Context: an optimization exercise on an open-source flow, tuned for small area, a short achievable clock period and few clock cycles. The choices shown serve that exercise and are no tape-out recipe. Where RTL was checked, it was by simulation tests only, not by an equivalence proof against the original. Only the layout flow was run in run 1; the RTL was not checked for function there. Power is estimated from default activity; no workload was simulated.

===== flow/flow/run.sh =====
#!/bin/bash
set -euo pipefail
export BUFFER_PORTS_ARGS="-buffer_cell sky130_fd_sc_hd__buf_1"
export SETUP_SLACK_MARGIN=7.5
bash standard.sh > flow_standard.log 2>&1

===== flow/standard.sh =====
#!/bin/bash
# synth_recipe.tcl (not shown) runs the flow's synth.tcl, then flattens the netlist and writes it again
# the make line also repeats each setting of config.mk as NAME=value (left out here)
make -C /OpenROAD-flow-scripts/flow DESIGN_CONFIG=/design/flow/config.mk WORK_HOME=/design/flow/orfs CLKGATE_MAP_FILE= SYNTH_SCRIPT=/design/flow/synth_recipe.tcl "${@:-finish}"

===== flow/config.mk =====
export PLATFORM = sky130hd
export DESIGN_NAME = evsub_tga
export DESIGN_NICKNAME = evsub_tga
export VERILOG_FILES = /design/flow/design.v
export SDC_FILE = /design/flow/constraint.sdc
export NUM_CORES = 4
export LEC_CHECK = 0
export CAP_MARGIN = 40
export CORE_MARGIN = 2
export CORE_UTILIZATION = 60
export SLEW_MARGIN = 40

===== flow/constraint.sdc =====
create_clock -name core_clock -period 11.0 [get_ports {clk}]
set_input_delay 2.2000 -clock core_clock [delete_from_list [all_inputs] [get_ports {clk}]]
set_output_delay 2.2000 -clock core_clock [all_outputs]
set_load 0.01 [all_outputs]

===== flow/design.v =====
module evsub_tga (
    input  wire        clk,
    input  wire        rst_n,       
    input  wire        tirq,        
    input  wire        sf_valid,    
    output wire        sf_ready,    
    input  wire [73:0] sf_data,     
    input  wire        sf_err,      
    output wire        ev_valid,    
    input  wire        ev_ready,    
    output wire [39:0] ev_data,     
    output wire        halted       
);
    localparam [2:0] K_PPRESS = 3'd0;
    localparam [2:0] K_PMOVE  = 3'd1;
    localparam [2:0] K_PREL   = 3'd2;
    localparam [2:0] K_PEXIT  = 3'd3;
    localparam [2:0] K_KPRESS = 3'd4;
    localparam [2:0] K_KREL   = 3'd5;
    function [1:0] keyzone;
        input [15:0] x;
        begin
            if (x < 16'd107)      keyzone = 2'd0;
            else if (x < 16'd214) keyzone = 2'd1;
            else if (x < 16'd320) keyzone = 2'd2;
            else                  keyzone = 2'd3;
        end
    endfunction
    reg tirq_q;
    reg tirq_pend;
    reg in_sess;
    reg halt_r;
    wire tirq_fall = tirq_q & ~tirq;
    wire start     = ~in_sess & ~halt_r & (tirq_pend | tirq_fall);
    reg        hv, tv;
    reg [1:0]  hn, tn;              
    reg [32:0] hp0, hp1, tp0, tp1;  
    reg [3:0]  hc, tc;              
    assign sf_ready = in_sess & ~tv;
    wire take     = sf_valid & sf_ready;
    wire take_ok  = take & ~sf_err;
    wire [1:0]  in_n  = sf_data[73:72];
    wire [32:0] in_p0 = sf_data[68:36];
    wire [32:0] in_p1 = sf_data[32:0];
    wire in_v0 = in_n[1] | in_n[0];
    wire in_v1 = in_n[1];
    wire in_g0 = (in_p0[15:8] == 8'd0) & (in_p0[7:4] != 4'hF);
    wire in_g1 = (in_p1[15:8] == 8'd0) & (in_p1[7:4] != 4'hF);
    wire in_k0 = (keyzone(in_p0[31:16]) != 2'd3);
    wire in_k1 = (keyzone(in_p1[31:16]) != 2'd3);
    wire [3:0] in_c = {in_v1 & ~in_g1 & in_k1, in_v0 & ~in_g0 & in_k0,
                       in_v1 & in_g1, in_v0 & in_g0};
    always @(posedge clk) begin
        tirq_q <= tirq;
        if (!rst_n) begin
            tirq_pend <= 1'b0;
            in_sess   <= 1'b0;
            halt_r    <= 1'b0;
        end else begin
            tirq_pend <= start ? (tirq_pend & tirq_fall) : (tirq_pend | tirq_fall);
            if (take) begin
                if (sf_err) begin
                    halt_r  <= 1'b1;
                    in_sess <= 1'b0;
                end else if (in_n == 2'd0) begin
                    in_sess <= 1'b0;
                end
            end else if (start) begin
                in_sess <= 1'b1;
            end
        end
    end
    assign halted = halt_r;
    reg  [1:0]  active;
    reg         ptr_valid;
    reg         ptr_id;
    reg  [31:0] last0, last1;       
    reg  [1:0]  lv;                 
    reg  [5:0]  done;               
    reg  [1:0]  wr;                 
    reg         outv;
    reg  [2:0]  o_kind;
    reg  [1:0]  o_key;
    reg         o_id;               
    reg         o_s0, o_s1;         
    wire [31:0] o_xy = (last0 & {32{o_s0}}) | (last1 & {32{o_s1}});
    assign ev_valid = outv;
    assign ev_data  = {2'b00, o_kind, o_key, 1'b0, o_xy};
    wire        v0  = hn[1] | hn[0];
    wire        v1  = hn[1];
    wire        id0 = hp0[32];
    wire        id1 = hp1[32];
    wire [31:0] xy0 = hp0[31:0];
    wire [31:0] xy1 = hp1[31:0];
    wire [1:0] kz0 = keyzone(hp0[31:16]);
    wire [1:0] kz1 = keyzone(hp1[31:16]);
    wire [1:0] kzl0 = keyzone(last0[31:16]);
    wire [1:0] kzl1 = keyzone(last1[31:16]);
    wire eqA0 = lv[0] & (xy0 == last0);
    wire eqA1 = lv[1] & (xy0 == last1);
    wire eqB0 = lv[0] & (xy1 == last0);
    wire eqB1 = lv[1] & (xy1 == last1);
    wire eqL0 = id0 ? eqA1 : eqA0;      
    wire eqL1 = id1 ? eqB1 : eqB0;      
    wire same = (id0 == id1);
    wire G0 = hc[0];
    wire G1 = hc[1];
    wire B0 = hc[2];
    wire B1 = hc[3];
    wire act_id0 = id0 ? active[1] : active[0];
    wire act_id1 = id1 ? active[1] : active[0];
    wire set0  = G0 & ~ptr_valid & ~act_id0;
    wire pv1   = ptr_valid | set0;
    wire pid1  = set0 ? id0 : ptr_id;
    wire c_g0  = G0 & pv1 & (pid1 == id0);
    wire e_g0  = c_g0 & ~eqL0;
    wire set1  = G1 & ~pv1 & ~act_id1;
    wire pv2   = pv1 | set1;
    wire pid2  = set1 ? id1 : pid1;
    wire c_g1  = G1 & pv2 & (pid2 == id1);
    wire g0m   = e_g0 & same & ~done[0];
    wire e_g1  = c_g1 & (g0m | ~eqL1);
    wire act1_id1 = act_id1 | wr[id1] | g0m;
    wire ptr_id0 = pv2 & (pid2 == id0);
    wire ptr_id1 = pv2 & (pid2 == id1);
    wire e_b0  = B0 & ~ptr_id0 & ~act_id0;
    wire e_b1  = B1 & ~ptr_id1 & ~act_id1 & ~(e_b0 & same);
    wire [1:0] proc = {(v0 & id0) | (v1 & id1), (v0 & ~id0) | (v1 & ~id1)};
    wire r0  = active[0] & ~proc[0];
    wire r1  = active[1] & ~proc[1];
    wire rp0 = r0 & pv2 & ~pid2;
    wire rp1 = r1 & pv2 & pid2;
    wire [5:0] f   = {r1, r0, e_b1, e_b0, e_g1, e_g0};
    wire [5:0] rem = f & ~done;
    wire [5:0] sel = rem & ~{rem[4:0], 1'b0} & ~{rem[3:0], 2'b0} & ~{rem[2:0], 3'b0}
                         & ~{rem[1:0], 4'b0} & ~{rem[0], 5'b0};
    wire [2:0] n_kind = (sel[0] ? {2'b00, act_id0}  : 3'd0)
                      | (sel[1] ? {2'b00, act1_id1} : 3'd0)
                      | ((sel[2] | sel[3]) ? K_KPRESS : 3'd0)
                      | (sel[4] ? (rp0 ? K_PREL : K_KREL) : 3'd0)
                      | (sel[5] ? (rp1 ? K_PREL : K_KREL) : 3'd0);
    wire [1:0] n_key  = (sel[2] ? kz0 : 2'd0)
                      | (sel[3] ? kz1 : 2'd0)
                      | ((sel[4] & ~rp0) ? kzl0 : 2'd0)
                      | ((sel[5] & ~rp1) ? kzl1 : 2'd0);
    wire n_show = sel[0] | sel[1] | (sel[4] & rp0) | (sel[5] & rp1);
    wire none   = (rem == 6'd0);
    wire lastev = ((rem & ~sel) == 6'd0);
    wire o_rel  = (o_s0 | o_s1) & (o_kind == K_PREL);
    wire load   = ~outv | (ev_ready & ~o_rel);
    wire fin    = hv & ~none & lastev;      
    wire pop    = (hv & none) | (fin & ~outv) | (fin & ev_ready & ~o_rel);
    wire ld     = hv & ~none & load;
    wire wp0  = sel[0] | sel[2];            
    wire wp1  = sel[1] | sel[3];            
    wire wid  = wp1 ? id1 : id0;
    wire wany = wp0 | wp1;
    wire [1:0] wnow = {wany & wid, wany & ~wid};
    wire n_id = (sel[0] | sel[1]) ? wid : o_id;
    wire [1:0] act_n = proc & (active | wr | wnow | {e_b0 & id0, e_b0 & ~id0}
                                                  | {e_b1 & id1, e_b1 & ~id1});
    wire       pv_n  = pv2 & ~(rp0 | rp1);
    always @(posedge clk) begin
        if (!rst_n) begin
            hv        <= 1'b0;
            tv        <= 1'b0;
            outv      <= 1'b0;
            done      <= 6'd0;
            wr        <= 2'b00;
            active    <= 2'b00;
            ptr_valid <= 1'b0;
            ptr_id    <= 1'b0;
            lv        <= 2'b00;
        end else begin
            if (~hv | pop) begin
                hv <= tv | take_ok;
                if (tv) begin
                    hn <= tn; hp0 <= tp0; hp1 <= tp1; hc <= tc;
                end else begin
                    hn <= in_n; hp0 <= in_p0; hp1 <= in_p1; hc <= in_c;
                end
            end
            if (tv)
                tv <= ~(~hv | pop);
            else
                tv <= take_ok & hv & ~pop;
            if (take) begin
                tn <= in_n; tp0 <= in_p0; tp1 <= in_p1; tc <= in_c;
            end
            if (ld) begin
                outv   <= 1'b1;
                o_kind <= n_kind;
                o_key  <= n_key;
                o_s0   <= n_show & ~n_id;
                o_s1   <= n_show &  n_id;
                o_id   <= n_id;
            end else if (ev_ready) begin
                if (o_rel) begin
                    o_kind <= K_PEXIT;
                    o_s0   <= 1'b0;
                    o_s1   <= 1'b0;
                end else begin
                    outv <= 1'b0;
                end
            end
            if (pop) begin
                done <= 6'd0;
                wr   <= 2'b00;
                if (hn == 2'd0) begin
                    active    <= 2'b00;
                    ptr_valid <= 1'b0;
                    ptr_id    <= 1'b0;
                    lv        <= 2'b00;
                end else begin
                    active    <= act_n;
                    ptr_valid <= pv_n;
                    ptr_id    <= pid2;
                    lv        <= lv | wnow;
                end
            end else if (ld) begin
                done <= done | {|sel[5:5], |sel[5:4], |sel[5:3], |sel[5:2], |sel[5:1], |sel[5:0]};
                wr   <= wr | wnow;
                lv   <= lv | wnow;
            end
        end
    end
    always @(posedge clk) begin
        if (rst_n & ld & wnow[0]) last0 <= wp0 ? xy0 : xy1;
        if (rst_n & ld & wnow[1]) last1 <= wp0 ? xy0 : xy1;
    end
endmodule

==> metrics.md, run 1 <==
| Metric | Value |
|---|---|
| Hold Fails Final Rpt | 0 |
| Root Driver | clkbuf_16 |
| Worst skew pair latency | 530 ps |
| Grt peak-use layer | met2 |
| Post-layout minimum cycle time | 3800 ps |
| Area Growth Syn to Fin | 22.6% |
| Initial core utilization | 0.613 |
| Final critical-path share of the clock period | 0.346 |
| # hold bufs at CTS | 0 |
| List of most frequent post-synthesis cells | 216 x edfxtp_1, 101 x mux2_2, 66 x xor2_1 |
| Crit Path Max Fanout | 33 |
| Final core occ | 0.752 |
| Critical Path AT | 1600 ps |
| Initial antenna violation count | 0 |
| First-pass GRT wire length | 48,400 µm |
| DR iter-0 viols | 856 |
| Min-delay worst type | reg -> reg |
| Part of the power in combinational logic | 0.084 |
| Hpwl dp | 21,900 µm |
| Critical Path Start Type | flip-flop |
| P_int | 1.58 mW |
| Post-synthesis sequential area ratio | 0.600 |
| Ant. Diodes | 0 |
| Post-synth ARST share | 0 |
| Final setup vio count | 0 |
| Met1 GRT Util | 0.445 |
| Tightest Pin Transition | 704 ps |
| Yosys cell types | 69 |
| Share of layout cells above drive strength 1 | 0.248 |
| Clock skew | 13.4 ps |
| Clk sinks | 237 |
| YS warnings | 1 |
| Syn Inst Count | 860 |
| Via density | 6.45 |
| WS Path Type | reg -> out |
| Slowest cell on crit path | edfxtp_1 |
| Slew headroom | 0.524 |
| Sequential power share | 0.507 |
| Clock slew at reported path FFs | 60 ps |
| DRC viols | 0 |
| Global route overflow | 0 |
| Largest net degree at the start of global routing | 46 |
| GPL Wtd Cong | 0.954 |
| Top post-synthesis cells by area | edfxtp_1 56%, mux2_2 9.9%, xor2_1 5.0% |
| Die ar. | 0.0203 mm² |
| Crit path required time | 8800 ps |
| Io pins | 123 |
| Leakage power | 4.72 nW |
| Top-count cell post-synth | edfxtp_1 |
| Max-cap violations | 0 |
| Die Y | 142 µm |
| TritonRoute pass-1 iters | 7 |
| Layout Nets | 1,122 |
| IR drop worst, VDD | 0.160 mV |
| Switching Fraction | 0.230 |
| Dominant synthesized flop cell | edfxtp_1 |
| Die Span X | 142 µm |
| GRT met2 Usage | 0.517 |
| Fin. max-slew vios | 0 |
| Global Route Usage Sum | 0.320 |
| Site Rows | 50 |
| Synth area leader | edfxtp_1 |
| Drt wl/cell | 25.9 µm |
| Detail Route Antenna Nets | 0 |
| FF+latch count, synth | 237 |
| CTS tree | done |
| Core ar. | 0.0188 mm² |
| Clock buffer depth | 3 |
| Mapped cell area | 0.0115 mm² |
| IO buf count | 113 |
| Syn_area_per_cell | 13.4 µm² |
| CP Cell Sequence | buf_12 > a22o_1 > buf_1 |
| Met3 global-route usage | 0.0478 |
| Unrepaired setup endpoints after global routing | yes |
| CTS buffer count | 25 |
| Peak Freq | 263 MHz |
| Final setup TNS | 0 ps |
| EDFF count, synth | 216 |
| Worst stage delay on the critical path | 410 ps |
| Final wirelength | 33,600 µm |
| Status | finished clean |
| Total number of vias | 8,335 |
| Switch Pwr | 0.473 mW |
| Yosys top cell area share | 0.564 |
| Vias in the first global route | 8,081 |
| Critical Path Sink Type | output port |
| Clock share of power | 0.409 |
| Htree depth | 1 |
| PwrDens | 145 mW/mm² |
## final timing paths
kind | startpoint | end | slack (ps) | cells past startpoint
max | o_s0$_SDFFCE_PN0P_ | ev_data[0] | 7200 | 3
min | tirq_pend$_SDFF_PN0_ | tirq_pend$_SDFF_PN0_ | 480 | 2
max reg2reg | hp0[24]$_DFFE_PP_ | hp0[24]$_DFFE_PP_ | 7370 | 15
min reg2reg | tirq_pend$_SDFF_PN0_ | tirq_pend$_SDFF_PN0_ | 480 | 2
## area by class of cell
class / count / area (µm²)
Timing Repair Buffer: 185 / 1320
Sequential cell: 237 / 6910
Multi-Input combinational cell: 576 / 4710
Clock buffer: 27 / 633
Tap cell: 234 / 293
Fill cell: 1213 / 4650
Clock inverter: 17 / 175
Inverter: 17 / 71.3
## what timing repair did
item / in CTS / in global routing
pin swaps: 14 / 16
endpoints found under the setup margin: 258 / 194
buffers inserted: 32 / 21
resized for setup: 40 / 42
cloned: 3 / 10
## metal layers
layer	vias to the layer above	wire length [µm]
met4	0	1380
li1	3676	-
met3	85	2810
met5	-	0
met1	4093	13700
met2	481	15700
## state kept, by name, summed over array words and instances (netlist names), 2 cells and up
| signal | flops |
|---|---|
| active | 2 |
| done | 6 |
| hc | 4 |
| hn | 2 |
| hp0 | 33 |
| hp1 | 33 |
| last0 | 32 |
| last1 | 32 |
| lv | 2 |
| o_key | 2 |
| o_kind | 3 |
| tc | 4 |
| tn | 2 |
| tp0 | 33 |
| tp1 | 33 |
| wr | 2 |
## power by group through the flow
stage               logic (mW)  clock network [mW]  registers, mW
floorplan               0.0871                   0           1.05
global placement         0.121                   0           1.06
detailed placement       0.126                   0           1.06
CTS                      0.151               0.842           1.04
global route             0.184               0.878           1.04
finish                   0.172               0.840           1.04
## cell families (layout without fill, tap and decap cells)
logic type | Yosys count | after routing | share of synthesized area
multiplexers | 107 | 107 | 0.104
AND/OR/NAND/NOR | 192 | 193 | 0.0892
AO/OA/AOI/OAI | 147 | 147 | 0.0910
buffers and inverters | 50 | 246 | 0.0191
flip-flops | 237 | 237 | 0.600
other | 1 | 3 | 0.000326
XOR/XNOR | 126 | 126 | 0.0959
## critical path: cells and delay by family (launching register included)
family	cells	cell delay (ps)
buffers and inverters	2	330
AOI/OAI and AO/OA	1	290
DFF	1	410
## per-stage QoR
| step | hold slack [ps] | instance area [µm²] | total power [mW] | cells | setup WS [ps] |
|---|---|---|---|---|---|
| 3_5_place_dp | 462 | 12200 | 1.19 | 1183 | 6570 |
| 6_report | 483 | 14100 | 2.05 | 1293 | 7200 |
| 5_1_grt | 510 | 14100 | 2.10 | 1293 | 7200 |
| 3_3_place_gp | 445 | 12200 | 1.18 | 1181 | 6570 |
| 4_1_cts | 479 | 13600 | 2.03 | 1262 | 7230 |
| 2_1_floorplan | 428 | 11600 | 1.13 | 862 | 6960 |
## cell usage in the layout (no fill, tap or decap), types with 5 or more instances in the layout
cell	Yosys	layout
a21o_1	7	7
a21oi_1	28	27
a22o_1	32	32
and2_1	7	6
buf_1	7	112
buf_12	0	10
buf_4	3	39
buf_6	2	8
buf_8	0	7
clkbuf_16	0	31
clkinv_1	0	6
clkinv_2	0	5
dfxtp_1	21	19
edfxtp_1	216	216
inv_1	17	16
mux2_2	101	101
nand2_1	28	27
nand3_1	18	16
nand4_1	18	18
nor2_1	40	34
nor2b_1	6	5
nor3_1	15	14
nor4_1	30	21
nor4_2	0	6
o21ai_0	25	22
o22ai_1	5	5
xnor2_1	60	59
xor2_1	66	65
==> inputs of run 2 (changes only) <==
--- a/flow/design.v
+++ b/flow/design.v
@@ -35,21 +35,12 @@
     reg        hv, tv;
     reg [1:0]  hn, tn;              
     reg [32:0] hp0, hp1, tp0, tp1;  
-    reg [3:0]  hc, tc;              
     assign sf_ready = in_sess & ~tv;
     wire take     = sf_valid & sf_ready;
     wire take_ok  = take & ~sf_err;
     wire [1:0]  in_n  = sf_data[73:72];
     wire [32:0] in_p0 = sf_data[68:36];
     wire [32:0] in_p1 = sf_data[32:0];
-    wire in_v0 = in_n[1] | in_n[0];
-    wire in_v1 = in_n[1];
-    wire in_g0 = (in_p0[15:8] == 8'd0) & (in_p0[7:4] != 4'hF);
-    wire in_g1 = (in_p1[15:8] == 8'd0) & (in_p1[7:4] != 4'hF);
-    wire in_k0 = (keyzone(in_p0[31:16]) != 2'd3);
-    wire in_k1 = (keyzone(in_p1[31:16]) != 2'd3);
-    wire [3:0] in_c = {in_v1 & ~in_g1 & in_k1, in_v0 & ~in_g0 & in_k0,
-                       in_v1 & in_g1, in_v0 & in_g0};
     always @(posedge clk) begin
         tirq_q <= tirq;
         if (!rst_n) begin
@@ -92,6 +83,8 @@
     wire        id1 = hp1[32];
     wire [31:0] xy0 = hp0[31:0];
     wire [31:0] xy1 = hp1[31:0];
+    wire gy0 = (hp0[15:8] == 8'd0) & (hp0[7:4] != 4'hF);    
+    wire gy1 = (hp1[15:8] == 8'd0) & (hp1[7:4] != 4'hF);
     wire [1:0] kz0 = keyzone(hp0[31:16]);
     wire [1:0] kz1 = keyzone(hp1[31:16]);
     wire [1:0] kzl0 = keyzone(last0[31:16]);
@@ -103,10 +96,10 @@
     wire eqL0 = id0 ? eqA1 : eqA0;      
     wire eqL1 = id1 ? eqB1 : eqB0;      
     wire same = (id0 == id1);
-    wire G0 = hc[0];
-    wire G1 = hc[1];
-    wire B0 = hc[2];
-    wire B1 = hc[3];
+    wire G0 = v0 & gy0;
+    wire G1 = v1 & gy1;
+    wire B0 = v0 & ~gy0 & (kz0 != 2'd3);
+    wire B1 = v1 & ~gy1 & (kz1 != 2'd3);
     wire act_id0 = id0 ? active[1] : active[0];
     wire act_id1 = id1 ? active[1] : active[0];
     wire set0  = G0 & ~ptr_valid & ~act_id0;
@@ -148,8 +141,7 @@
     wire lastev = ((rem & ~sel) == 6'd0);
     wire o_rel  = (o_s0 | o_s1) & (o_kind == K_PREL);
     wire load   = ~outv | (ev_ready & ~o_rel);
-    wire fin    = hv & ~none & lastev;      
-    wire pop    = (hv & none) | (fin & ~outv) | (fin & ev_ready & ~o_rel);
+    wire pop    = hv & (none | (load & lastev));
     wire ld     = hv & ~none & load;
     wire wp0  = sel[0] | sel[2];            
     wire wp1  = sel[1] | sel[3];            
@@ -172,37 +164,16 @@
             ptr_id    <= 1'b0;
             lv        <= 2'b00;
         end else begin
-            if (~hv | pop) begin
+            if (~hv | pop)
                 hv <= tv | take_ok;
-                if (tv) begin
-                    hn <= tn; hp0 <= tp0; hp1 <= tp1; hc <= tc;
-                end else begin
-                    hn <= in_n; hp0 <= in_p0; hp1 <= in_p1; hc <= in_c;
-                end
-            end
             if (tv)
                 tv <= ~(~hv | pop);
             else
                 tv <= take_ok & hv & ~pop;
-            if (take) begin
-                tn <= in_n; tp0 <= in_p0; tp1 <= in_p1; tc <= in_c;
-            end
-            if (ld) begin
-                outv   <= 1'b1;
-                o_kind <= n_kind;
-                o_key  <= n_key;
-                o_s0   <= n_show & ~n_id;
-                o_s1   <= n_show &  n_id;
-                o_id   <= n_id;
-            end else if (ev_ready) begin
-                if (o_rel) begin
-                    o_kind <= K_PEXIT;
-                    o_s0   <= 1'b0;
-                    o_s1   <= 1'b0;
-                end else begin
-                    outv <= 1'b0;
-                end
-            end
+            if (ld)
+                outv <= 1'b1;
+            else if (ev_ready & ~o_rel)
+                outv <= 1'b0;
             if (pop) begin
                 done <= 6'd0;
                 wr   <= 2'b00;
@@ -225,7 +196,28 @@
         end
     end
     always @(posedge clk) begin
-        if (rst_n & ld & wnow[0]) last0 <= wp0 ? xy0 : xy1;
-        if (rst_n & ld & wnow[1]) last1 <= wp0 ? xy0 : xy1;
+        if (~hv | pop) begin
+            if (tv) begin
+                hn <= tn; hp0 <= tp0; hp1 <= tp1;
+            end else begin
+                hn <= in_n; hp0 <= in_p0; hp1 <= in_p1;
+            end
+        end
+        if (take) begin
+            tn <= in_n; tp0 <= in_p0; tp1 <= in_p1;
+        end
+        if (ld) begin
+            o_kind <= n_kind;
+            o_key  <= n_key;
+            o_s0   <= n_show & ~n_id;
+            o_s1   <= n_show &  n_id;
+            o_id   <= n_id;
+        end else if (ev_ready & o_rel) begin
+            o_kind <= K_PEXIT;
+            o_s0   <= 1'b0;
+            o_s1   <= 1'b0;
+        end
+        if (ld & wnow[0]) last0 <= wp0 ? xy0 : xy1;
+        if (ld & wnow[1]) last1 <= wp0 ? xy0 : xy1;
     end
 endmodule
==> run 2 against run 1 <==
Register-to-register slack better by 210 ps. Clock power down 2%. Via count down 1.1%. Non-clock buffer count down 37. Sequential share of layout area up 0.30 points. Die area down 1.3%. Still clean on timing, DRC and antenna. Final area down 4.1%. Global-route usage down 0.086 points. Combinational power down 44%. Maximum frequency up 0.45%. Clock skew up 8.4 ps.
==> metrics.md, run 2 <==
| Metric | Value |
|---|---|
| Dominant synthesized flop cell | edfxtp_1 |
| Critical Path Start Type | flip-flop |
| Hold Path Depth | 2 |
| Die ar. | 0.0200 mm² |
| Die Y | 142 µm |
| Slowest cell on crit path | edfxtp_1 |
| Syn Inst Count | 870 |
| Worst skew pair latency | 530 ps |
| Global route overflow | 0 |
| Fin. max-slew vios | 0 |
| Worst Hold End | wr[0]$_SDFFE_PP0P_ |
| Htree depth | 1 |
| First-pass GRT wire length | 47,600 µm |
| Crit path required time | 8800 ps |
| PwrDens | 142 mW/mm² |
| Area Growth Syn to Fin | 19.2% |
| Final critical-path share of the clock period | 0.344 |
| Unrepaired setup endpoints after global routing | yes |
| TritonRoute pass-1 iters | 5 |
| IR drop worst, VDD | 0.176 mV |
| Worst Hold Launch | wr[0]$_SDFFE_PP0P_ |
| Dpl cell area | 0.0121 mm² |
| Placed cells | 1,191 |
| Layout Nets | 1,095 |
| DR iter-0 viols | 813 |
| Max-cap violations | 0 |
| Die Span X | 142 µm |
| Site Rows | 50 |
| Hold Fails Final Rpt | 0 |
| Detail Route Antenna Nets | 0 |
| Syn_area_per_cell | 13.1 µm² |
| Via density | 6.51 |
| Drt wl/cell | 25.7 µm |
| Total number of vias | 8,245 |
| Core ar. | 0.0186 mm² |
| Post-layout minimum cycle time | 3780 ps |
| Most frequent cells in the layout | 208 x edfxtp_1, 114 x xor2_1, 111 x buf_1 |
| Crit Path Max Fanout | 33 |
| Final setup vio count | 0 |
| Root Driver | clkbuf_16 |
| Vias in the first global route | 8,044 |
| Slew headroom | 0.493 |
| Yosys top cell area share | 0.550 |
| Clock skew | 21.8 ps |
| Largest net degree at the start of global routing | 44 |
| EDFF count, synth | 208 |
| Final core occ | 0.726 |
| Initial antenna violation count | 0 |
| Worst path buffer plus inverter count | 2 |
| # hold bufs at CTS | 0 |
| Global Route Usage Sum | 0.319 |
| Critical Path AT | 1580 ps |
| Min-delay worst type | reg -> reg |
| DRC viols | 0 |
| Final setup TNS | 0 ps |
| Clk sinks | 229 |
| Share of layout cells above drive strength 1 | 0.217 |
| Pwr Total | 1.92 mW |
| IO buf count | 113 |
| Clock buffer depth | 3 |
| Reg2reg start | hp1[11]$_DFFE_PN_ |
| Final WS setup | 7220 ps |
| FF+latch count, synth | 229 |
| Worst hold margin | 473 ps |
| Worst stage delay on the critical path | 410 ps |
| Tightest Pin Transition | 759 ps |
| Top-count cell post-synth | edfxtp_1 |
| Commonest non-fill, non-tap cell in the layout | edfxtp_1 |
| Leakage power | 4.60 nW |
| Synth area leader | edfxtp_1 |
| GPL Wtd Cong | 0.975 |
| Cell area after layout | 0.0135 mm² |
| Io pins | 123 |
| Post-synthesis sequential area ratio | 0.587 |
| Status | finished clean |
| Post-Layout Cell Count | 1,266 |
| Dpl ws | 6680 ps |
| YS warnings | 1 |
| Peak Freq | 264 MHz |
| Mapped cell area | 0.0114 mm² |
| CTS tree | done |
| Register-to-register setup slack | 7580 ps |
| Final wirelength | 32,500 µm |
| Top delay family on crit path | flip-flops |
| Post-synth ARST share | 0 |
| WS Path Type | reg -> out |
| CTS buffer count | 24 |
| RR Endpoint | last0[12]$_DFFE_PP_ |
| Reg2Reg Depth | 10 |
| Clock slew at reported path FFs | 50 ps |
| Initial core utilization | 0.609 |
| Top post-synthesis cells by area | edfxtp_1 55%, mux2_2 10%, xor2_1 8.8% |
| Hpwl dp | 21,800 µm |
| Ant. Diodes | 0 |
| Critical Path Sink Type | output port |
| CP Cell Sequence | buf_12 > a22o_1 > buf_1 |
| List of most frequent post-synthesis cells | 208 x edfxtp_1, 114 x xor2_1, 102 x mux2_2 |
| Yosys cell types | 60 |
==> run 2: changes by cell type after synthesis, sizes merged, moves of 5 or more <==
| cell | delta |
|---|---|
| clkbuf | +8 |
| xnor2 | -48 |
| nand2b | +5 |
| buf | -7 |
| nand2 | +6 |
| nor4 | +11 |
| a21oi | +7 |
| xor2 | +48 |
| nor2 | -7 |
| nor3b | +6 |
| edfxtp | -8 |
==> run 2: timing repair <==
item,CTS,global route
cloned,5,3
pin swaps,3,7
gates resized for setup,38,23
setup buffers,13,11
endpoints found under the setup margin,259,244
==> run 2: final cells by class <==
class | count | area (µm²)
clock buffer | 32 | 662
fill | 1252 | 5100
tap | 234 | 293
clock inverter | 11 | 146
multi-input combinational | 594 | 4810
inverter | 18 | 75.1
timing repair buffer | 148 | 883
sequential | 229 | 6670
==> run 2: power by group <==
group | internal, mW | leakage [nW] | switching, mW
Combinational | 0.0422 | 2.05 | 0.0537
Sequential | 0.974 | 2.17 | 0.0282
Clock | 0.494 | 0.387 | 0.330
Total | 1.51 | 4.60 | 0.412
==> run 2: kinds of logic after synthesis <==
| group | count (synthesis) | share of synthesized area |
|---|---|---|
| flops | 229 | 0.587 |
| simple gates | 203 | 0.0969 |
| buf+inv | 52 | 0.0192 |
| xor+xnor | 126 | 0.0972 |
| mux | 106 | 0.106 |
| other cells | 1 | 0.000330 |
| compound gates | 153 | 0.0939 |
==> run 2: per-layer routing <==
layer	global-route usage	wire, µm
met1	0.438	13300
met2	0.496	14800
met3	0.0577	2660
met4	0.157	1760
met5	0	0
==> run 2: worst register-to-register path: cells and delay by family (launching register included) <==
family | cells | cell delay (ps)
multiplexers | 1 | 360
AND/OR/NAND/NOR | 5 | 1540
flip-flops | 1 | 490
AO/OA/AOI/OAI | 1 | 210
XOR/XNOR | 1 | 200
buffers and inverters | 2 | 330
==> run 2: worst max path at each step <==
| stage | from | end | slack [ps] | cells past startpoint |
|---|---|---|---|---|
| 6_report | o_s0$_SDFFCE_PN0P_ | ev_data[23] | 7220 | 3 |
| 3_3_place_gp | ev_ready | done[1]$_SDFFE_PP0P_ | 6610 | 9 |
| 4_1_cts | o_s0$_SDFFCE_PN0P_ | ev_data[23] | 7240 | 3 |
| 2_1_floorplan | ev_ready | last1[0]$_DFFE_PP_ | 7210 | 4 |
| 3_5_place_dp | hp0[32]$_DFFE_PN_ | last0[31]$_DFFE_PP_ | 6680 | 9 |
| 5_1_grt | o_s0$_SDFFCE_PN0P_ | ev_data[21] | 7200 | 3 |
Testbench counts of run 2, summed over its fixed seeds: cycles 9,358.
==> inputs of run 3 (changes only) <==
==> flow/flow/run.sh (replaced) <==
#!/bin/bash
set -euo pipefail
export BUFFER_PORTS_ARGS="-buffer_cell sky130_fd_sc_hd__buf_1"
export SETUP_SLACK_MARGIN=6.5
bash standard.sh > flow_standard.log 2>&1
==> run 3 against run 2 <==
Still clean on timing, DRC and antenna. Count of clock-buffer cells in the layout is 5 lower. Critical path type is now reg -> reg. First-iteration DRC count is 8.2% lower. Critical endpoint is now last0[31]$_DFFE_PP_. Worst setup slack worse by 450 ps.
==> metrics.md, run 3 <==
| Metric | Value |
|---|---|
| Worst skew pair latency | 520 ps |
| List of most frequent post-synthesis cells | 208 x edfxtp_1, 114 x xor2_1, 102 x mux2_2 |
| Leakage power | 4.39 nW |
| Largest net degree at the start of global routing | 72 |
| Peak Freq | 236 MHz |
| Synth Area in Adders | 0 |
| Area Growth Syn to Fin | 13.7% |
| Final critical-path share of the clock period | 0.385 |
| Crit Path Max Fanout | 32 |
| WS Path Type | reg -> reg |
| Global route overflow | 0 |
| Hold Fails Final Rpt | 0 |
| Layout Nets | 1,065 |
| Syn_area_per_cell | 13.1 µm² |
| Yosys cell types | 60 |
| Initial antenna violation count | 0 |
| IO buf count | 113 |
| Status | finished clean |
| Die Span X | 142 µm |
| Final setup TNS | 0 ps |
| Vias in the first global route | 7,980 |
| Critical Path AT | 4400 ps |
| PwrDens | 152 mW/mm² |
| Site Rows | 50 |
| YS warnings | 1 |
| Clock slew at reported path FFs | 60 ps |
| Commonest non-fill, non-tap cell in the layout | edfxtp_1 |
| Critical Path Sink Type | flip-flop |
| CTS tree | done |
| Drt wl/cell | 24.5 µm |
| Unrepaired setup endpoints after global routing | no |
| FF+latch count, synth | 229 |
| CTS buffer count | 24 |
| Yosys top cell area share | 0.550 |
| Pwr Total | 1.96 mW |
| Critical Path Start Type | flip-flop |
| DR iter-0 viols | 746 |
| Clock skew | 15.2 ps |
| Ant. Diodes | 0 |
| Hpwl dp | 21,200 µm |
| Top-count cell post-synth | edfxtp_1 |
| Slew headroom | 0.493 |
| Global Route Usage Sum | 0.304 |
| Syn Inst Count | 870 |
| Post-Layout Cell Count | 1,237 |
| Main combinational cell family by area after synthesis | multiplexers |
| Initial core utilization | 0.609 |
| Htree depth | 1 |
| Post-synth ARST share | 0 |
| EDFF count, synth | 208 |
| Root Driver | clkbuf_16 |
| XOR/XNOR share of the synthesized area | 0.0972 |
| Post-synthesis sequential area ratio | 0.587 |
| Most frequent cells in the layout | 208 x edfxtp_1, 114 x xor2_1, 113 x buf_1 |
| Post-synthesis compound-gate area fraction | 0.0939 |
| Post-layout minimum cycle time | 4240 ps |
| Mapped cell area | 0.0114 mm² |
| DRC viols | 0 |
| GPL Wtd Cong | 0.967 |
| Detail Route Antenna Nets | 0 |
| Core ar. | 0.0186 mm² |
| TritonRoute pass-1 iters | 5 |
| Final setup vio count | 0 |
| First-pass GRT wire length | 46,400 µm |
| Fin. max-slew vios | 0 |
| Placed cells | 1,192 |
| Via density | 6.39 |
| Final wirelength | 30,300 µm |
| Synth area leader | edfxtp_1 |
| Mux contribution to synthesized area | 0.106 |
| IR drop worst, VDD | 0.149 mV |
| Tightest Pin Transition | 760 ps |
| Crit path required time | 11,160 ps |
| Io pins | 123 |
| Die Y | 142 µm |
| Share of layout cells above drive strength 1 | 0.162 |
| Top post-synthesis cells by area | edfxtp_1 55%, mux2_2 10%, xor2_1 8.8% |
| Die ar. | 0.0200 mm² |
| Synth Area in Simple Gates | 0.0969 |
| Max-cap violations | 0 |
| Total number of vias | 7,900 |
| Clock buffer depth | 3 |
| Clk sinks | 229 |
| Min-delay worst type | reg -> reg |
| Dominant synthesized flop cell | edfxtp_1 |
## run 3: worst max-delay path, stage by stage (launching register included)
cell and delay [ps]:
edfxtp_1 510, nor4_1 530, nand3_1 380, a2111oi_1 720, o41ai_1 230, a21oi_2 350, o21bai_1 190, mux2_4 380
nor3_4 110, buf_4 440
## run 3: where the power goes
part,switching [mW],internal [mW]
Clock,0.330,0.542
Sequential,0.0279,0.974
Combinational,0.0495,0.0379
Total,0.408,1.55
## run 3: logic make-up after synthesis
logic type / Yosys count
DFF: 229
and+or+nand+nor: 203
AOI/OAI and AO/OA: 153
xor gates and xnor gates: 126
muxes: 106
buffers and inverters: 52
other: 1
## run 3: timing repair
action	4_1_cts	5_1_grt
pin swaps	0	0
hold buffers	0	0
setup buffers	1	0
setup endpoints to repair	77	78
gates cloned	0	0
resized for setup	1	3
## run 3: stage by stage
stage | hold WS [ps] | cell area, µm² | utilization | worst slack, ps
2_1_floorplan | 420 | 11400 | - | 6420
3_3_place_gp | 440 | 12000 | 0.644 | 6140
3_5_place_dp | 444 | 12000 | 0.645 | 6280
4_1_cts | 455 | 12900 | 0.691 | 6610
5_1_grt | 475 | 12900 | 0.692 | 6570
6_report | 454 | 12900 | 0.692 | 6760
## run 3: worst paths after layout
kind	depth (start not counted)	to	slack [ps]	start
setup / recovery	9	last0[31]$_DFFE_PP_	6760	hp0[8]$_DFFE_PN_
hold reg to reg	2	done[1]$_SDFFE_PP0P_	450	done[1]$_SDFFE_PP0P_
setup reg to reg	9	last0[31]$_DFFE_PP_	6760	hp0[8]$_DFFE_PN_
hold / removal	2	done[1]$_SDFFE_PP0P_	450	done[1]$_SDFFE_PP0P_
## run 3: layout make-up
cell class	count	area, µm²
Multi-Input combinational cell	591	4530
Inverter	18	67.6
Clock buffer	27	612
Fill cell	1360	5740
Timing Repair Buffer	121	495
Tap cell	234	293
Clock inverter	17	245
Sequential cell	229	6670
## run 3: per-layer routing
layer  global-route usage  wire length (µm)  part of all wire
met1                0.432             12900              0.43
met2                0.483             14200              0.47
met4                0.115              1240             0.041
met5                    0                 0                 0
met3               0.0398              1950             0.065
==> inputs of run 4 (changes only) <==
==> flow/flow/run.sh (replaced) <==
#!/bin/bash
set -euo pipefail
export BUFFER_PORTS_ARGS="-buffer_cell sky130_fd_sc_hd__buf_1"
export SETUP_SLACK_MARGIN=6.0
bash standard.sh > flow_standard.log 2>&1
==> run 4 against run 3 <==
Still clean. Critical path depth unchanged. Global-route usage up 0.96 points. Clock power down 14%. Worst setup slack worse by 430 ps. Non-clock buffer count unchanged. Wire length up 3.3%. Cell count down 0.32%. Synthesized cell count unchanged. Utilization down 0.81 points. Via count up 0.13%. Combinational power up 1%. Clock skew up 6.3 ps. Critical path type unchanged. Critical endpoint is now last0[26]$_DFFE_PP_.
==> metrics.md, run 4 <==
| Metric | Value |
|---|---|
| Final critical-path share of the clock period | 0.424 |
| Max-cap violations | 0 |
| Placed cells | 1,193 |
| Via density | 6.42 |
| DR iter-0 viols | 828 |
| Leakage power | 4.33 nW |
| First-pass GRT wire length | 47,100 µm |
| Initial antenna violation count | 0 |
| Synth area leader | edfxtp_1 |
| Post-layout minimum cycle time | 4670 ps |
| Tightest Pin Transition | 780 ps |
| Final wirelength | 31,300 µm |
| Hold Fails Final Rpt | 0 |
| Synth Area in Adders | 0 |
| Total number of vias | 7,910 |
| Mux contribution to synthesized area | 0.106 |
| Share of layout cells above drive strength 1 | 0.156 |
| FF+latch count, synth | 229 |
| Root Driver | clkbuf_16 |
| Post-CTS Resized | 0 |
| Critical Path Sink Type | flip-flop |
| YS warnings | 1 |
| Clk sinks | 229 |
| Post-synthesis sequential area ratio | 0.587 |
| IO buf count | 113 |
| CTS buffer count | 24 |
| Drt wl/cell | 25.4 µm |
| Ant. Diodes | 0 |
| Layout Nets | 1,065 |
| Mapped cell area | 0.0114 mm² |
| Crit path required time | 11,150 ps |
| Hpwl dp | 22,300 µm |
| Global route overflow | 0 |
| Slew headroom | 0.478 |
| DRC viols | 0 |
| CTS tree | done |
| WS Path Type | reg -> reg |
| Status | finished clean |
| Yosys cell types | 60 |
| Die Y | 142 µm |
| Io pins | 123 |
| Core ar. | 0.0186 mm² |
| Global Route Usage Sum | 0.313 |
| GRT met2 Usage | 0.533 |
| Area Growth Syn to Fin | 12.3% |
| Fin. max-slew vios | 0 |
| Post-Layout Cell Count | 1,233 |
| Commonest non-fill, non-tap cell in the layout | edfxtp_1 |
| Met1 GRT Util | 0.422 |
| Unrepaired setup endpoints after global routing | no |
| Clock buffer depth | 3 |
| Clock skew | 21.5 ps |
| Post-synth ARST share | 0 |
| Crit Path Max Fanout | 32 |
| Final setup vio count | 0 |
| Synth Area in Simple Gates | 0.0969 |
| Dominant synthesized flop cell | edfxtp_1 |
| Detail Route Antenna Nets | 0 |
| IR drop worst, VDD | 0.181 mV |
| List of most frequent post-synthesis cells | 208 x edfxtp_1, 114 x xor2_1, 102 x mux2_2 |
| Grt peak-use layer | met2 |
| XOR/XNOR share of the synthesized area | 0.0972 |
| TritonRoute pass-1 iters | 5 |
| Post-synthesis compound-gate area fraction | 0.0939 |
| Dpl cell area | 0.0120 mm² |
| Final setup TNS | 0 ps |
| Clock slew at reported path FFs | 60 ps |
| Syn_area_per_cell | 13.1 µm² |
| Top-count cell post-synth | edfxtp_1 |
| Worst skew pair latency | 530 ps |
| # hold bufs at CTS | 0 |
| Site Rows | 50 |
| Top post-synthesis cells by area | edfxtp_1 55%, mux2_2 10%, xor2_1 8.8% |
| Die ar. | 0.0200 mm² |
| Yosys top cell area share | 0.550 |
| Peak Freq | 214 MHz |
| Largest net degree at the start of global routing | 72 |
| Most frequent cells in the layout | 208 x edfxtp_1, 114 x xor2_1, 113 x buf_1 |
| PwrDens | 145 mW/mm² |
| Cell area after layout | 0.0128 mm² |
| Initial core utilization | 0.609 |
| GPL Wtd Cong | 0.930 |
| Critical Path AT | 4820 ps |
| Register-to-register setup slack | 6330 ps |
| Min-delay worst type | reg -> reg |
| Syn Inst Count | 870 |
| Main combinational cell family by area after synthesis | multiplexers |
| Critical Path Start Type | flip-flop |
| Met3 global-route usage | 0.0452 |
| Die Span X | 142 µm |
| Htree depth | 1 |
| Vias in the first global route | 7,992 |
| EDFF count, synth | 208 |
| Post-CTS setup buffers | 0 |
-- run 4: critical path, cell delays in order, from the launching register on --
cell and delay [ps]:
edfxtp_1 510, nor4_1 580, nand3_1 440, a2111oi_1 810, o41ai_1 200, a21oi_1 520, o21bai_1 220, mux2_4 380
nor3_4 120, buf_4 460
-- run 4: stage by stage --
| step | hold slack, ps | setup WS (ps) | utilization | power, mW |
|---|---|---|---|---|
| finish | 485 | 6330 | 0.684 | 1.84 |
| global route | 499 | 6210 | 0.684 | 1.89 |
| CTS | 483 | 6420 | 0.684 | 1.85 |
| detailed placement | 471 | 6320 | 0.645 | 1.11 |
| global placement | 461 | 6220 | 0.645 | 1.10 |
| floorplan | 420 | 6020 | - | 1.06 |
-- run 4: layout make-up --
cell class	instances	area [µm²]
Tap cell	234	293
Inverter	18	67.6
Fill cell	1328	5890
Clock inverter	12	103
Sequential cell	229	6670
Timing Repair Buffer	121	495
Multi-Input combinational cell	591	4520
Clock buffer	28	616
-- run 4: power by group --
group          total [mW]  leakage [nW]  switching, mW  internal, mW
sequential           1.00          2.16         0.0282         0.974
combinational      0.0885          1.82         0.0506        0.0379
clock               0.754         0.346          0.330         0.424
total                1.84          4.33          0.409          1.44
-- run 4: kinds of logic after synthesis --
kind of cell              after synthesis
muxes                                 106
other                                   1
AOI/OAI and AO/OA                     153
and+or+nand+nor                       203
xor gates and xnor gates              126
DFF                                   229
buffers and inverters                  52
-- run 4: path summary, 6_finish.rpt --
kind	from	to	cells past startpoint
worst max-delay path	hp0[8]$_DFFE_PN_	last0[26]$_DFFE_PP_	9
worst min-delay path	wr[0]$_SDFFE_PP0P_	wr[0]$_SDFFE_PP0P_	2
worst max register to register	hp0[8]$_DFFE_PN_	last0[26]$_DFFE_PP_	9
worst min register to register	wr[0]$_SDFFE_PP0P_	wr[0]$_SDFFE_PP0P_	2
-- run 4: metal layers --
| layer | share of wire | vias up | routed length [µm] |
|---|---|---|---|
| li1 | - | 3562 | - |
| met1 | 0.41 | 3900 | 12900 |
| met2 | 0.49 | 368 | 15300 |
| met3 | 0.064 | 80 | 2000 |
| met4 | 0.033 | 0 | 1050 |
| met5 | 0 | - | 0 |
==> inputs of run 5 (changes only) <==
==> flow/flow/run.sh (replaced) <==
#!/bin/bash
set -euo pipefail
export BUFFER_PORTS_ARGS="-buffer_cell sky130_fd_sc_hd__buf_1"
export SETUP_SLACK_MARGIN=7.0
bash standard.sh > flow_standard.log 2>&1
--- a/flow/config.mk
+++ b/flow/config.mk
@@ -8,4 +8,5 @@
 export CAP_MARGIN = 40
 export CORE_MARGIN = 2
 export CORE_UTILIZATION = 60
+export CTS_BUF_LIST = sky130_fd_sc_hd__clkbuf_4 sky130_fd_sc_hd__clkbuf_8
 export SLEW_MARGIN = 40
==> run 5 against run 4 <==
Still clean on timing, DRC and antenna. Sequential power is essentially flat. Flip-flop and latch count is the same. Non-clock buffer count grew 6. Clock power grew 5.6%. Synthesized cell count is the same. Clock skew grew 3.1 ps. Final area grew 1.7%. Worst hold slack lost 7.7 ps. Sequential share of layout area shrank 0.87 points. Die area is the same. Critical endpoint is now ev_data[22].
==> metrics.md, run 5 <==
| Metric | Value |
|---|---|
| Status | finished clean |
| Die ar. | 0.0200 mm² |
| Initial antenna violation count | 0 |
| Max-cap violations | 0 |
| Worst stage delay on the critical path | 370 ps |
| Htree depth | 2 |
| Site Rows | 50 |
| DR iter-0 viols | 692 |
| Unrepaired setup endpoints after global routing | yes |
| Switching Fraction | 0.223 |
| GPL Wtd Cong | 0.996 |
| Layout Nets | 1,085 |
| Peak Freq | 256 MHz |
| Mux contribution to synthesized area | 0.106 |
| XOR/XNOR share of the synthesized area | 0.0972 |
| Clock buffer depth | 3 |
| Synth Area in Adders | 0 |
| Worst Hold Launch | done[1]$_SDFFE_PP0P_ |
| Min-delay worst type | reg -> reg |
| Synth area leader | edfxtp_1 |
| Final critical-path share of the clock period | 0.355 |
| EDFF count, synth | 208 |
| Via density | 6.29 |
| P_int | 1.47 mW |
| Part of the power in combinational logic | 0.048 |
| Slew headroom | 0.433 |
| Global Route Usage Sum | 0.300 |
| PwrDens | 145 mW/mm² |
| Dominant synthesized flop cell | edfxtp_1 |
| Area Growth Syn to Fin | 14.2% |
| CTS tree | done |
| Hold Path Depth | 2 |
| Yosys cell types | 60 |
| IR drop worst, VDD | 0.143 mV |
| YS warnings | 1 |
| Post-synth ARST share | 0 |
| Clock share of power | 0.422 |
| Clk sinks | 229 |
| Worst skew pair latency | 550 ps |
| Critical Path AT | 1710 ps |
| Storage cell area | 0.00667 mm² |
| DRC viols | 0 |
| WS Path Type | reg -> out |
| RR Endpoint | last0[28]$_DFFE_PP_ |
| Detail Route Antenna Nets | 0 |
| Io pins | 123 |
| Syn_area_per_cell | 13.1 µm² |
| Register-to-register setup slack | 7170 ps |
| Cell area after layout | 0.0130 mm² |
| Critical Path Start Type | flip-flop |
| Share of layout cells above drive strength 1 | 0.200 |
| Clock slew at reported path FFs | 60 ps |
| Initial core utilization | 0.609 |
| Die Span X | 142 µm |
| Commonest non-fill, non-tap cell in the layout | edfxtp_1 |
| Switch Pwr | 0.420 mW |
| Slowest cell on crit path | buf_4 |
| Dpl ws | 6360 ps |
| Final WS setup | 7090 ps |
| Pwr Total | 1.89 mW |
| Global route overflow | 0 |
| FF+latch count, synth | 229 |
| Mapped cell area | 0.0114 mm² |
| Core ar. | 0.0186 mm² |
| Hold Fails Final Rpt | 0 |
| Tightest Pin Transition | 842 ps |
| Syn Inst Count | 870 |
| Final wirelength | 29,800 µm |
| Drt wl/cell | 23.5 µm |
| Sequential power share | 0.531 |
| Largest net degree at the start of global routing | 72 |
| CP Cell Sequence | buf_4 > a22o_1 > buf_1 |
| Most frequent cells in the layout | 208 x edfxtp_1, 114 x xor2_1, 113 x buf_1 |
| Top-count cell post-synth | edfxtp_1 |
| Layout filler cell count | 1,326 |
| Final setup vio count | 0 |
| Yosys top cell area share | 0.550 |
| Post-synthesis sequential area ratio | 0.587 |
| Die Y | 142 µm |
| Leakage power | 4.45 nW |
| Main combinational cell family by area after synthesis | multiplexers |
| Vias in the first global route | 7,845 |
| Post-synthesis compound-gate area fraction | 0.0939 |
| TritonRoute pass-1 iters | 5 |
| Critical Path Sink Type | output port |
| CTS buffer count | 38 |
| Total number of vias | 7,984 |
| First-pass GRT wire length | 45,300 µm |
| Reg2reg start | hp1[24]$_DFFE_PN_ |
| Hpwl dp | 21,400 µm |
| Synth Area in Simple Gates | 0.0969 |
| Worst Hold End | done[1]$_SDFFE_PP0P_ |
| List of most frequent post-synthesis cells | 208 x edfxtp_1, 114 x xor2_1, 102 x mux2_2 |
| Final core occ | 0.696 |
| Post-layout minimum cycle time | 3910 ps |
| Crit path required time | 8800 ps |
| Final setup TNS | 0 ps |
| Multi-input combinational cell area | 0.00459 mm² |
| Crit Path Max Fanout | 33 |
| Reg2Reg Depth | 9 |
| IO buf count | 113 |
| Root Driver | clkbuf_8 |
| Ant. Diodes | 0 |
| Top post-synthesis cells by area | edfxtp_1 55%, mux2_2 10%, xor2_1 8.8% |
| Fin. max-slew vios | 0 |
| Dpl cell area | 0.0120 mm² |
| Clock skew | 24.6 ps |
-- run 5: cell counts after synthesis --
Identical to the previous run, type by type.
-- run 5: logic make-up (layout without fill, tap and decap cells) --
group | count (synthesis) | after routing
other cells | 1 | 3
mux | 106 | 106
simple gates | 203 | 203
flops | 229 | 229
xor+xnor | 126 | 126
compound gates | 153 | 153
buf+inv | 52 | 215
-- run 5: worst max-delay path: cells and delay by family (launching register included) --
| family | cells | cell delay, ps |
|---|---|---|
| flip-flops | 1 | 320 |
| AO/OA/AOI/OAI | 1 | 270 |
| buffers and inverters | 2 | 540 |
-- run 5: power by group through the flow --
stage	Combinational [mW]	Sequential, mW	Clock (mW)
6_report	0.0904	1.00	0.796
4_1_cts	0.0867	1.00	0.809
5_1_grt	0.0982	1.00	0.840
3_5_place_dp	0.0843	1.02	0
2_1_floorplan	0.0556	1.01	0
3_3_place_gp	0.0807	1.02	0
-- run 5: worst max path at each step --
stage                                   from                  end  cells after the start
after detailed placement   hp0[32]$_DFFE_PN_  last0[31]$_DFFE_PP_                      9
after CTS                  hp1[32]$_DFFE_PN_  last0[16]$_DFFE_PP_                      9
after global routing       hp1[27]$_DFFE_PN_  last0[28]$_DFFE_PP_                      9
final                     o_s0$_SDFFCE_PN0P_          ev_data[22]                      3
after global placement     hp0[32]$_DFFE_PN_   wr[1]$_SDFFE_PP0P_                      9
after floorplan                     ev_ready   last1[0]$_DFFE_PP_                      4
-- run 5: repair_timing --
action | CTS | global route
buffers inserted | 1 | 7
endpoints found under the hold margin | 0 | 0
setup endpoints to repair | 225 | 71
pin swaps | 0 | 1
hold buffers | 0 | 0
gates resized for setup | 10 | 3
-- run 5: per-layer routing --
metal / wire, µm / vias to the layer above / GRT usage / share of wire
met3: 2260 / 74 / 0.0445 / 0.076
met2: 13700 / 441 / 0.470 / 0.46
met4: 1140 / 0 / 0.128 / 0.038
met1: 12700 / 3849 / 0.423 / 0.43
met5: 0 / - / 0 / 0
li1: - / 3620 / - / -
-- run 5: area by class of cell --
class	count	share of cell area
Clock inverter	13	0.00955
Inverter	18	0.00521
Multi-Input combinational cell	591	0.353
Tap cell	234	0.0226
Sequential cell	229	0.514
Timing Repair Buffer	127	0.0420
Clock buffer	57	0.0532
-- run 5: stage by stage --
stage | cells | hold WS [ps]
floorplan | 872 | 420
global placement | 1191 | 455
detailed placement | 1191 | 467
CTS | 1262 | 475
global route | 1269 | 496
finish | 1269 | 478
==> inputs of run 6 (changes only) <==
--- a/flow/config.mk
+++ b/flow/config.mk
@@ -7,6 +7,5 @@
 export LEC_CHECK = 0
 export CAP_MARGIN = 40
 export CORE_MARGIN = 2
-export CORE_UTILIZATION = 60
-export CTS_BUF_LIST = sky130_fd_sc_hd__clkbuf_4 sky130_fd_sc_hd__clkbuf_8
+export CORE_UTILIZATION = 75
 export SLEW_MARGIN = 40
==> run 6 against run 5 <==
Sequential share of layout area increased by 0.66 points. Flip-flop and latch count unchanged. Count of clock-buffer cells in the layout decreased by 25. Wire length increased by 8.7%. First-iteration DRC count increased by 110%. Register-to-register slack got worse by 80 ps. Global-route usage increased by 11 points. Total power increased by 0.14%. Via count increased by 8.0%. Worst hold slack improved by 3.9 ps. Combinational power increased by 3.4%. Critical path type unchanged. Critical endpoint is now ev_data[30]. Largest cell class unchanged. Highest routed layer unchanged.
==> metrics.md, run 6 <==
| Metric | Value |
|---|---|
| List of most frequent post-synthesis cells | 208 x edfxtp_1, 114 x xor2_1, 102 x mux2_2 |
| Global route overflow | 0 |
| TritonRoute pass-1 iters | 6 |
| Yosys cell types | 60 |
| DRC viols | 0 |
| Crit path depth | 3 |
| Clock slew at reported path FFs | 60 ps |
| Multi-input combinational cell area | 0.00458 mm² |
| IR drop worst, VDD | 0.216 mV |
| Clock buffer depth | 3 |
| Syn_area_per_cell | 13.1 µm² |
| Die Y | 127 µm |
| Io pins | 123 |
| Root Driver | clkbuf_16 |
| CTS tree | done |
| # hold bufs at CTS | 0 |
| Storage cell area | 0.00667 mm² |
| Via density | 7.28 |
| Ant. Diodes | 0 |
| PwrDens | 148 mW/mm² |
| First-pass GRT wire length | 49,600 µm |
| Post-layout minimum cycle time | 3950 ps |
| Yosys top cell area share | 0.550 |
| Vias in the first global route | 8,577 |
| IO buf count | 113 |
| EDFF count, synth | 208 |
| Initial antenna violation count | 0 |
| CP Cell Sequence | buf_4 > a22o_1 > buf_1 |
| Slew headroom | 0.493 |
| Layout Nets | 1,066 |
| Leakage power | 4.36 nW |
| Worst stage delay on the critical path | 410 ps |
| Mapped cell area | 0.0114 mm² |
| Hold Path Depth | 2 |
| CTS buffer count | 23 |
| Clock skew | 26.5 ps |
| Final setup vio count | 0 |
| Largest net degree at the start of global routing | 72 |
| Die ar. | 0.0161 mm² |
| Worst skew pair latency | 540 ps |
| Commonest non-fill, non-tap cell in the layout | edfxtp_1 |
| Unrepaired setup endpoints after global routing | no |
| Share of layout cells above drive strength 1 | 0.163 |
| Global Route Usage Sum | 0.406 |
| Min-delay worst type | reg -> reg |
| Core ar. | 0.0146 mm² |
| Top-count cell post-synth | edfxtp_1 |
| Clk sinks | 229 |
| Peak Freq | 253 MHz |
| Final wirelength | 32,400 µm |
| Most frequent cells in the layout | 208 x edfxtp_1, 114 x xor2_1, 113 x buf_1 |
| Pwr Total | 1.89 mW |
| Crit path required time | 8800 ps |
| Hold Fails Final Rpt | 0 |
| Site Rows | 44 |
| Initial core utilization | 0.776 |
| Worst path buffer plus inverter count | 2 |
| Max-cap violations | 0 |
| Syn Inst Count | 870 |
| Reg2Reg Depth | 9 |
| Die Span X | 127 µm |
| Htree depth | 1 |
| DR iter-0 viols | 1,426 |
| Total number of vias | 8,623 |
| Tightest Pin Transition | 758 ps |
| Post-synthesis sequential area ratio | 0.587 |
| YS warnings | 1 |
| Slowest cell on crit path | buf_4 |
| Hpwl dp | 21,000 µm |
| Synth area leader | edfxtp_1 |
| Crit Path Max Fanout | 33 |
| Layout filler cell count | 631 |
| Top post-synthesis cells by area | edfxtp_1 55%, mux2_2 10%, xor2_1 8.8% |
| Final critical-path share of the clock period | 0.359 |
| Dominant synthesized flop cell | edfxtp_1 |
| WS Path Type | reg -> out |
| Critical Path Sink Type | output port |
| GPL Wtd Cong | 1.04 |
| Critical Path Start Type | flip-flop |
| Area Growth Syn to Fin | 12.8% |
| Post-synth ARST share | 0 |
| FF+latch count, synth | 229 |
| Detail Route Antenna Nets | 0 |
| Final setup TNS | 0 ps |
| Drt wl/cell | 27.4 µm |
| Status | finished clean |
| Fin. max-slew vios | 0 |
| Top delay family on crit path | buffers and inverters |
| Critical Path AT | 1750 ps |
-- run 6: path summary, 6_finish.rpt --
kind                       from                  to  slack (ps)
max          o_s1$_SDFFCE_PN0P_         ev_data[30]        7050
min          wr[0]$_SDFFE_PP0P_  wr[0]$_SDFFE_PP0P_         480
max reg2reg    hp0[9]$_DFFE_PN_  last0[5]$_DFFE_PP_        7090
min reg2reg  wr[0]$_SDFFE_PP0P_  wr[0]$_SDFFE_PP0P_         480
-- run 6: timing repair --
| item | in CTS | in global routing |
|---|---|---|
| setup endpoints to repair | 224 | 114 |
| resized for setup | 5 | 7 |
| endpoints found under the hold margin | 0 | 0 |
| buffers inserted | 1 | 0 |
-- run 6: per-stage QoR --
stage / utilization / std cells / hold slack [ps] / cell area, µm² / setup slack, ps
finish: 0.875 / 1185 / 482 / 12800 / 7050
global route: 0.875 / 1185 / 491 / 12800 / 7000
CTS: 0.871 / 1185 / 474 / 12800 / 7090
detailed placement: 0.819 / 1144 / 468 / 12000 / 6450
global placement: 0.817 / 1143 / 452 / 12000 / 6350
floorplan: - / 872 / 420 / 11400 / 6960
-- run 6: routing by layer --
metal | track usage | vias to the layer above | wire length, µm
met5 | 0 | - | 0
li1 | - | 3564 | -
met4 | 0.184 | 0 | 1980
met1 | 0.531 | 4087 | 11500
met2 | 0.657 | 791 | 15100
met3 | 0.0942 | 181 | 3880
-- run 6: power breakdown --
group / switching, mW / internal [mW] / total (mW)
Combinational: 0.0551 / 0.0384 / 0.0935
Clock: 0.333 / 0.459 / 0.792
Sequential: 0.0299 / 0.974 / 1.00
Total: 0.418 / 1.47 / 1.89
-- run 6: final cells by class --
type	instances	share of cell area
sequential	229	0.521
clock inverter	8	0.00996
clock buffer	32	0.0476
inverter	18	0.00527
multi-input combinational	591	0.358
timing repair buffer	123	0.0411
tap	184	0.0180
-- run 6: logic make-up (layout without fill, tap and decap cells) --
logic type | after synthesis | after routing | share of synthesized area
flip-flops | 229 | 229 | 0.587
AND/OR/NAND/NOR | 203 | 203 | 0.0969
AO/OA/AOI/OAI | 153 | 153 | 0.0939
XOR/XNOR | 126 | 126 | 0.0972
multiplexers | 106 | 106 | 0.106
buffers and inverters | 52 | 181 | 0.0192
other | 1 | 3 | 0.000330
-- run 6: tightest hold or removal path, delay by kind of cell (launching register included) --
kind            cells  cell delay (ps)
compound gates      1               50
buf+inv             1               60
flops               1              320
==> inputs of run 7 (changes only) <==
--- a/flow/config.mk
+++ b/flow/config.mk
@@ -5,7 +5,8 @@
 export SDC_FILE = /design/flow/constraint.sdc
 export NUM_CORES = 4
 export LEC_CHECK = 0
+export ABC_AREA = 1
 export CAP_MARGIN = 40
 export CORE_MARGIN = 2
-export CORE_UTILIZATION = 75
+export CORE_UTILIZATION = 60
 export SLEW_MARGIN = 40
==> run 7 against run 6 <==
Synthesized cell count up 80%. Critical path type is now in -> reg. Worst hold slack worse by 22 ps. Utilization fell by 20 points. Maximum frequency is 0.69% higher. Still clean on timing, DRC and antenna.
==> metrics.md, run 7 <==
| Metric | Value |
|---|---|
| CTS buffer count | 23 |
| XOR/XNOR share of the synthesized area | 0.0207 |
| DR iter-0 viols | 1,544 |
| Largest net degree at the start of global routing | 71 |
| Root Driver | clkbuf_16 |
| Clk sinks | 229 |
| Final setup TNS | 0 ps |
| Core ar. | 0.0209 mm² |
| Critical Path AT | 4080 ps |
| Leakage power | 6.13 nW |
| Hold Fails Final Rpt | 0 |
| Min-delay worst type | reg -> reg |
| Synth Area in Adders | 0 |
| PwrDens | 133 mW/mm² |
| EDFF count, synth | 208 |
| Global route overflow | 0 |
| Part of the power in combinational logic | 0.064 |
| Htree depth | 1 |
| Die Span X | 149 µm |
| Crit Path Max Fanout | 68 |
| Main combinational cell family by area after synthesis | simple AND/OR/NAND/NOR gates |
| Yosys top cell area share | 0.493 |
| Synth Area in Simple Gates | 0.319 |
| Vias in the first global route | 11.3k |
| Sequential power share | 0.533 |
| Die Y | 149 µm |
| Hpwl dp | 34,100 µm |
| Mapped cell area | 0.0127 mm² |
| Commonest non-fill, non-tap cell in the layout | nand2_1 |
| Post-Layout Cell Count | 1,975 |
| P_int | 1.44 mW |
| Pwr Total | 1.88 mW |
| WS Path Type | in -> reg |
| Post-synth ARST share | 0 |
| Tightest Pin Transition | 712 ps |
| Die ar. | 0.0223 mm² |
| GPL Wtd Cong | 1.10 |
| Placed cells | 1,931 |
| Switching Fraction | 0.234 |
| Post-layout minimum cycle time | 3920 ps |
| Slew headroom | 0.526 |
| Status | finished clean |
| Via density | 6.06 |
| Yosys cell types | 52 |
| IR drop worst, VDD | 0.146 mV |
| Post-synthesis compound-gate area fraction | 0.0684 |
| Worst skew pair latency | 540 ps |
| Layout filler cell count | 1,653 |
| Fin. max-slew vios | 0 |
| First-pass GRT wire length | 65,900 µm |
| TritonRoute pass-1 iters | 6 |
| Synth area leader | edfxtp_1 |
| Initial antenna violation count | 0 |
| Post-synthesis sequential area ratio | 0.526 |
| Met3 global-route usage | 0.0716 |
| CTS tree | done |
| FF+latch count, synth | 229 |
| Syn_area_per_cell | 8.08 µm² |
| Detail Route Antenna Nets | 0 |
| Final core occ | 0.677 |
| Grt peak-use layer | met2 |
| YS warnings | 1 |
| Share of layout cells above drive strength 1 | 0.0588 |
| Met1 GRT Util | 0.555 |
| Max-cap violations | 0 |
| List of most frequent post-synthesis cells | 603 x nand2_1, 208 x edfxtp_1, 170 x inv_1 |
| Switch Pwr | 0.440 mW |
| Hold Path Depth | 2 |
| GRT met2 Usage | 0.634 |
| Dominant synthesized flop cell | edfxtp_1 |
| Clock share of power | 0.404 |
| Crit path required time | 11,150 ps |
| Most frequent cells in the layout | 601 x nand2_1, 208 x edfxtp_1, 169 x inv_1 |
| Ant. Diodes | 0 |
| Final setup vio count | 0 |
| Syn Inst Count | 1,568 |
| IO buf count | 113 |
| Top post-synthesis cells by area | edfxtp_1 49%, nand2_1 18%, inv_1 5.0% |
| DRC viols | 0 |
| Clock buffer depth | 3 |
| Layout Nets | 1,765 |
| Drt wl/cell | 22.6 µm |
| Site Rows | 53 |
| Clock skew | 30.2 ps |
| Critical Path Sink Type | flip-flop |
| Clock slew at reported path FFs | 60 ps |
| Peak Freq | 255 MHz |
| Reg2Reg Depth | 15 |
| Global Route Usage Sum | 0.402 |
| Critical Path Start Type | primary input |
| Final wirelength | 44,700 µm |
| Initial core utilization | 0.607 |
| Total number of vias | 12.0k |
| Mux contribution to synthesized area | 0.000888 |
| Top-count cell post-synth | nand2_1 |
| Final critical-path share of the clock period | 0.357 |
| Unrepaired setup endpoints after global routing | no |
| Area Growth Syn to Fin | 11.5% |
| Io pins | 123 |
==> run 7: cell count changes after synthesis, moves of 36 or more <==
cell     delta
nand3_1    +42
mux2_2    -101
nor4_1     -37
xor2_1     -89
nor2_1    +111
inv_1     +152
nand2_1   +568
nand4_1    +36
==> run 7: kinds of logic (layout without fill, tap and decap cells) <==
kind of cell	count (synthesis)	in the layout
other	1	3
AND/OR/NAND/NOR	949	949
flip-flops	229	229
XOR/XNOR	30	30
buffers and inverters	211	341
AO/OA/AOI/OAI	147	147
multiplexers	1	1
==> run 7: layout make-up <==
cell class | instances | area [µm²] | area share
clock buffers | 27 | 591 | 0.0418
clock inverters | 13 | 116 | 0.00823
inverters | 177 | 671 | 0.0474
multi-input cells | 1130 | 5230 | 0.370
flip-flops and latches | 229 | 6670 | 0.472
well taps | 275 | 344 | 0.0243
repair buffers | 124 | 522 | 0.0369
==> run 7: layer usage <==
metal / up-vias / part of all wire
met5: - / 0
met4: 0 / 0.049
met3: 130 / 0.11
met2: 840 / 0.44
met1: 5565 / 0.39
li1: 5433 / -
==> run 7: final timing paths <==
path	from	end	slack (ps)
worst max-delay path	ev_ready	hp1[1]$_DFFE_PN_	7080
worst min-delay path	done[4]$_SDFFE_PP0P_	done[4]$_SDFFE_PP0P_	460
worst max register to register	hp0[32]$_DFFE_PN_	last1[10]$_DFFE_PP_	7280
worst min register to register	done[4]$_SDFFE_PP0P_	done[4]$_SDFFE_PP0P_	460
==> run 7: power by group through the flow <==
stage | sequential (mW) | combinational, mW | clock (mW)
after global placement | 1.02 | 0.109 | 0
after global routing | 1.00 | 0.131 | 0.786
final | 1.00 | 0.120 | 0.758
after floorplan | 1.01 | 0.0718 | 0
after CTS | 0.999 | 0.116 | 0.756
after detailed placement | 1.02 | 0.115 | 0
==> run 7: repair_timing <==
action,CTS,global route
hold endpoints to repair,0,0
resized for setup,1,3
setup endpoints to repair,31,48
setup buffers,2,2
pin swaps,0,2
hold buffers,0,0
==> run 7: stage by stage <==
step	instance area [µm²]	hold WS [ps]	setup slack [ps]
after floorplan	12700	423	7170
after global placement	13400	441	6580
after detailed placement	13400	452	6510
after CTS	14100	461	7030
after global routing	14100	486	7000
final	14100	460	7080
==> run 7: worst max-delay path, cell delays in order <==
cell,delay (ps)
buf_1,120
inv_1,60
o21ai_0,540
nand2_1,120
inv_1,70
nand2_1,50
nor2_1,110
nand3_2,100
nand2_4,120
inv_1,120
nand2_8,430

==> re-timing with driven ports <==
The results above use ideal ports. As a check the final layouts listed here were re-extracted and re-timed, cells and wires unchanged.
Step 1: set_driving_cell puts a clkbuf_16 on clk and a buf_2 on each other input, an assumption about the parent block.
Step 2, shift: input delay + t, output delay - t, t = (earliest + latest rising clock arrival at the registers) / 2. This alone moves slack from input paths to output paths.
a / b / c = ideal ports / drivers / drivers and shift; a / b = the first two.
run | t (ns) | setup WS [ns] | clock arrival spread, ns | worst data-port slew with drivers (ns) | cell pins on the clock port's net
run 1 | 0.575 | 7.198 / 7.151 / 7.066 | 0.013 / 0.014 | 0.04 | 1
run 2 | 0.568 | 7.215 / 7.168 / 6.980 | 0.022 / 0.022 | 0.04 | 1
run 3 | 0.560 | 6.760 / 6.760 / 6.417 | 0.015 / 0.015 | 0.05 | 1
run 4 | 0.561 | 6.334 / 6.334 / 6.334 | 0.022 / 0.021 | 0.04 | 1
run 5 | 0.579 | 7.094 / 7.050 / 6.660 | 0.025 / 0.025 | 0.04 | 1
run 6 | 0.569 | 7.048 / 7.001 / 6.586 | 0.027 / 0.026 | 0.05 | 1
run 7 | 0.572 | 7.076 / 7.055 / 6.524 | 0.031 / 0.030 | 0.04 | 1
After both steps setup and hold are still met in every run listed. The setup slack of run 7, which loses most, moves by -0.021 ns with the drivers and by -0.552 ns with both steps.
